What follows belongs to an exercise in optimizing a design on an open flow for small area, a short achievable clock period and few clock cycles per item; a production flow would make more cautious choices. At most, simulation tests tie the RTL to the original design; equivalence was not proved. No activity file was given, so power comes from the tool's default toggle rates.

Design rfidmeter_core, start of the top module:
module rfidmeter_core (
    input  wire        clk,
    input  wire        rst_n,
    input  wire        rx_valid,
    input  wire [7:0]  rx_data,
    output wire        rx_ready,
    output wire        dec_valid,
    output wire [1:0]  dec_status,
    output wire [39:0] dec_id,
    input  wire        cmd_valid,
    input  wire [63:0] cmd_data,
    output wire        cmd_ready,
    output wire        rsp_valid,
    output wire [3:0]  rsp_code,
    output wire [7:0]  rsp_info,
    output wire        rsp_flag,
    output wire        st_init,
    output wire [3:0]  st_fault,
    output wire [7:0]  st_count,
    output wire        nv_req,
    output wire        nv_we,
    output wire [15:0] nv_addr,
    output wire [7:0]  nv_wdata,
    input  wire        nv_ack,
    input  wire        nv_err,
    input  wire [7:0]  nv_rdata
);
Size in the first run: roughly 7500 cells after synthesis, about 1900 flip-flops, roughly 180 I/O pins, roughly 95000 um^2 of cells after synthesis.
==> flow/config.mk <==
export PLATFORM = sky130hd
export DESIGN_NAME = rfidmeter_core
export DESIGN_NICKNAME = rfidmeter_core
export VERILOG_FILES = /design/flow/design.v
export SDC_FILE = /design/flow/constraint.sdc
export NUM_CORES = 4
export LEC_CHECK = 0
export CAP_MARGIN = 20
export CORE_MARGIN = 2
export CORE_UTILIZATION = 55
export SLEW_MARGIN = 20
==> flow/constraint.sdc <==
create_clock -name core_clock -period 30.0 [get_ports {clk}]
set_input_delay 6.0000 -clock core_clock [delete_from_list [all_inputs] [get_ports {clk}]]
set_output_delay 6.0000 -clock core_clock [all_outputs]
set_load 0.01 [all_outputs]
standard.sh (not shown) runs the stock make flow with config.mk's settings and CLKGATE_MAP_FILE= SYNTH_SCRIPT=/design/flow/synth_recipe.tcl, a recipe that flattens the netlist after the stock synthesis.
==> flow/flow/run.sh <==
#!/bin/bash
set -euo pipefail
bash standard.sh SETUP_SLACK_MARGIN=23 TNS_END_PERCENT=100 finish > standard_make.log 2>&1
The baseline produced a clean layout.
Testbench counts at the start, summed over its fixed seeds: cycles 15,828, commands 4,800.
Next try:
==> flow/flow/run.sh (replaced) <==
#!/bin/bash
set -euo pipefail
bash standard.sh SETUP_SLACK_MARGIN=22.5 TNS_END_PERCENT=100 finish > standard_make.log 2>&1
Settings changed: CORE_UTILIZATION 55 to 40.
Hold slack is better by 0.0059 ns.
Worst setup slack is worse by 0.22 ns.
Design area fell by about 2%.
Die area rose by 37%.
Clock skew rose by 0.015 ns.
Total power fell by 5.1%.
Cell count rose by about 6.5%.
Sequential power stays flat.


## north
rfidmeter_core, a different RTL version from the one above (not shown whole).
Size: ~9,200 cells after synthesis, roughly 180 I/O pins, roughly 97,000 um2 of cells after synthesis.
clock: 30.0 ns
lec_check: 0
abc_area: 1
cap_margin: 20
core_margin: 2
core_utilization: 40
cts_cluster_diameter: 100
cts_cluster_size: 22
slew_margin: 20
==> flow/flow/run.sh <==
#!/bin/bash
set -euo pipefail
bash standard.sh SETUP_SLACK_MARGIN=22.5 TNS_END_PERCENT=100 finish > standard_make.log 2>&1
Testbench counts of north, summed over its fixed seeds: cycles 15,593, commands 4,800.
Changes in south relative to north:
Settings: CTS_CLUSTER_SIZE removed (was 22); ABC_AREA removed (was 1); CTS_CLUSTER_DIAMETER removed (was 100).
Notes after the runs:
south reports its worst setup path startpoint as cmd_data[33] while north reports cmd_data[37].
The area used by sequential logic in the layout on south is in line with that on north.
south finished every step from synthesis to the final layout, and the layout passed the timing, DRC and antenna checks.
south packs its core looser than north.
Comparing length of the first detailed-routing pass in iterations for north and south, the smaller number came from north.
When south is measured against north, its latest clock arrival within the worst-skew pair turns out 0.06 ns higher.
On south: routed metal-1 wire length is 12% lower than what north gave.
Going from north to south, routed via count divided by cell count grows by 3.7%.
Relative to north, placement row count has decreased by 2 in south.
The following lists how east was set up differently from south:
Settings: an added CTS_CLUSTER_SIZE of 22; an added CTS_CLUSTER_DIAMETER of 100.
==> flow/flow/run.sh <==
#!/bin/bash
set -euo pipefail
bash standard.sh SETUP_SLACK_MARGIN=22.3 TNS_END_PERCENT=100 finish > standard_make.log 2>&1
Results
- Any difference in worst endpoint data arrival time between east and south is small enough to ignore.
- Taking south as the reference, in east total via count after detailed routing shows a reduction of 1,253, sequential share of cell area shows an increase of 1.9 points.
- east vs. south: clock input transition at the sequential cells of the worst setup and hold paths went up by 0.04 ns.
Setup changes, east to west
==> flow/flow/run.sh <==
#!/bin/bash
set -euo pipefail
bash standard.sh SETUP_SLACK_MARGIN=22.5 TNS_END_PERCENT=100 finish > standard_make.log 2>&1
[summary]
Going from east to west, final area grew by 1300 um2; highest clock rate did not really move; final period utilization neither gained nor lost much; vias per cell higher; count of clock-net buffers in the final layout now sits lower. Wire length of the first global-routing pass up about 1.8% in west wrt east. In the reports for west and east, the smaller estimated wirelength of the detail-placed design belongs to east. Diff east..west | count of state elements after synthesis | negligible. Comparing west and east, the higher static leakage power was measured on west. From east to west the numbers moved as follows: footprint of the flip-flops and latches stayed essentially flat; die span in y stayed essentially flat.


rfidmeter_core, a different RTL version from the one above (not shown whole).
For scale: roughly 7500 cells after synthesis, roughly 1900 flip-flops.
==> flow/config.mk <==
export PLATFORM = sky130hd
export DESIGN_NAME = rfidmeter_core
export DESIGN_NICKNAME = rfidmeter_core
export VERILOG_FILES = /design/flow/design.v
export SDC_FILE = /design/flow/constraint.sdc
export NUM_CORES = 4
export LEC_CHECK = 0
export CAP_MARGIN = 20
export CORE_MARGIN = 2
export CORE_UTILIZATION = 40
export SLEW_MARGIN = 20
==> flow/constraint.sdc <==
create_clock -name core_clock -period 30.0 [get_ports {clk}]
set_input_delay 6.0000 -clock core_clock [delete_from_list [all_inputs] [get_ports {clk}]]
set_output_delay 6.0000 -clock core_clock [all_outputs]
set_load 0.01 [all_outputs]
==> flow/flow/run.sh <==
#!/bin/bash
set -euo pipefail
bash standard.sh SETUP_SLACK_MARGIN=22 TNS_END_PERCENT=100 finish > standard_make.log 2>&1
Edit:
==> flow/run.sh (new file) <==
#!/bin/bash
# synth_recipe.tcl (not shown) runs the flow's synth.tcl, then flattens the netlist and writes it again
# the make line also repeats each setting of config.mk as NAME=value (left out here)
make -C /OpenROAD-flow-scripts/flow DESIGN_CONFIG=/design/flow/config.mk WORK_HOME=/design/flow/orfs CLKGATE_MAP_FILE= SYNTH_SCRIPT=/design/flow/synth_recipe.tcl finish
removed: flow/flow/run.sh
removed: flow/standard.sh
Outcome: Setup slack loses 1.8 ns. Non-clock buffer count falls by 96. Sequential cell count stays the same. Clock power climbs by about 4%. Synthesized area stays the same. Count of clock-buffer cells in the layout goes up by 11. Via count fell by 0.80%. Global-route usage is about the same. Cell count falls by 0.86%. Critical path depth came out higher by 24. Sequential power stays flat.
No run of this note included a check of the RTL's function; only the layout flow was run.

port drivers added, routing unchanged:
The results above use ideal ports. As a check the final layouts listed here were re-extracted and re-timed, cells and wires unchanged. Step 1 sets driving cells, clkbuf_16 on the clock port and buf_2 on the other inputs (assumed; they add their load-dependent delay and slew). Step 2 moves the port delays by t, midway between the first and last clock arrival at a register: inputs arrive t later, outputs are due t later. That takes back most of the time a late clock gives input paths. a / b / c = no drivers / after step 1 / after step 2; a / b = the first two.
run	t (ns)	slack for setup (ns)	slew at the worst register clock pin (ns)
the first run of note 1	0.947	22.400 / 22.412 / 21.504	0.07 / 0.07
the second run of note 1	0.964	22.175 / 22.079 / 21.396	0.07 / 0.07
north	0.883	22.376 / 22.438 / 21.555	0.10 / 0.10
south	0.936	22.140 / 22.198 / 21.261	0.07 / 0.07
east	0.873	22.117 / 22.178 / 21.305	0.11 / 0.11
west	0.876	22.107 / 22.163 / 21.287	0.12 / 0.12
the first run of note 3	0.959	21.935 / 21.885 / 21.042	0.07 / 0.07
the second run of note 3	0.953	20.108 / 20.108 / 20.108	0.07 / 0.07
After both steps every run listed still meets setup and hold. For the first run of note 1, which loses most, drivers alone change the setup slack by +0.012 ns; drivers and shift together by -0.896 ns.
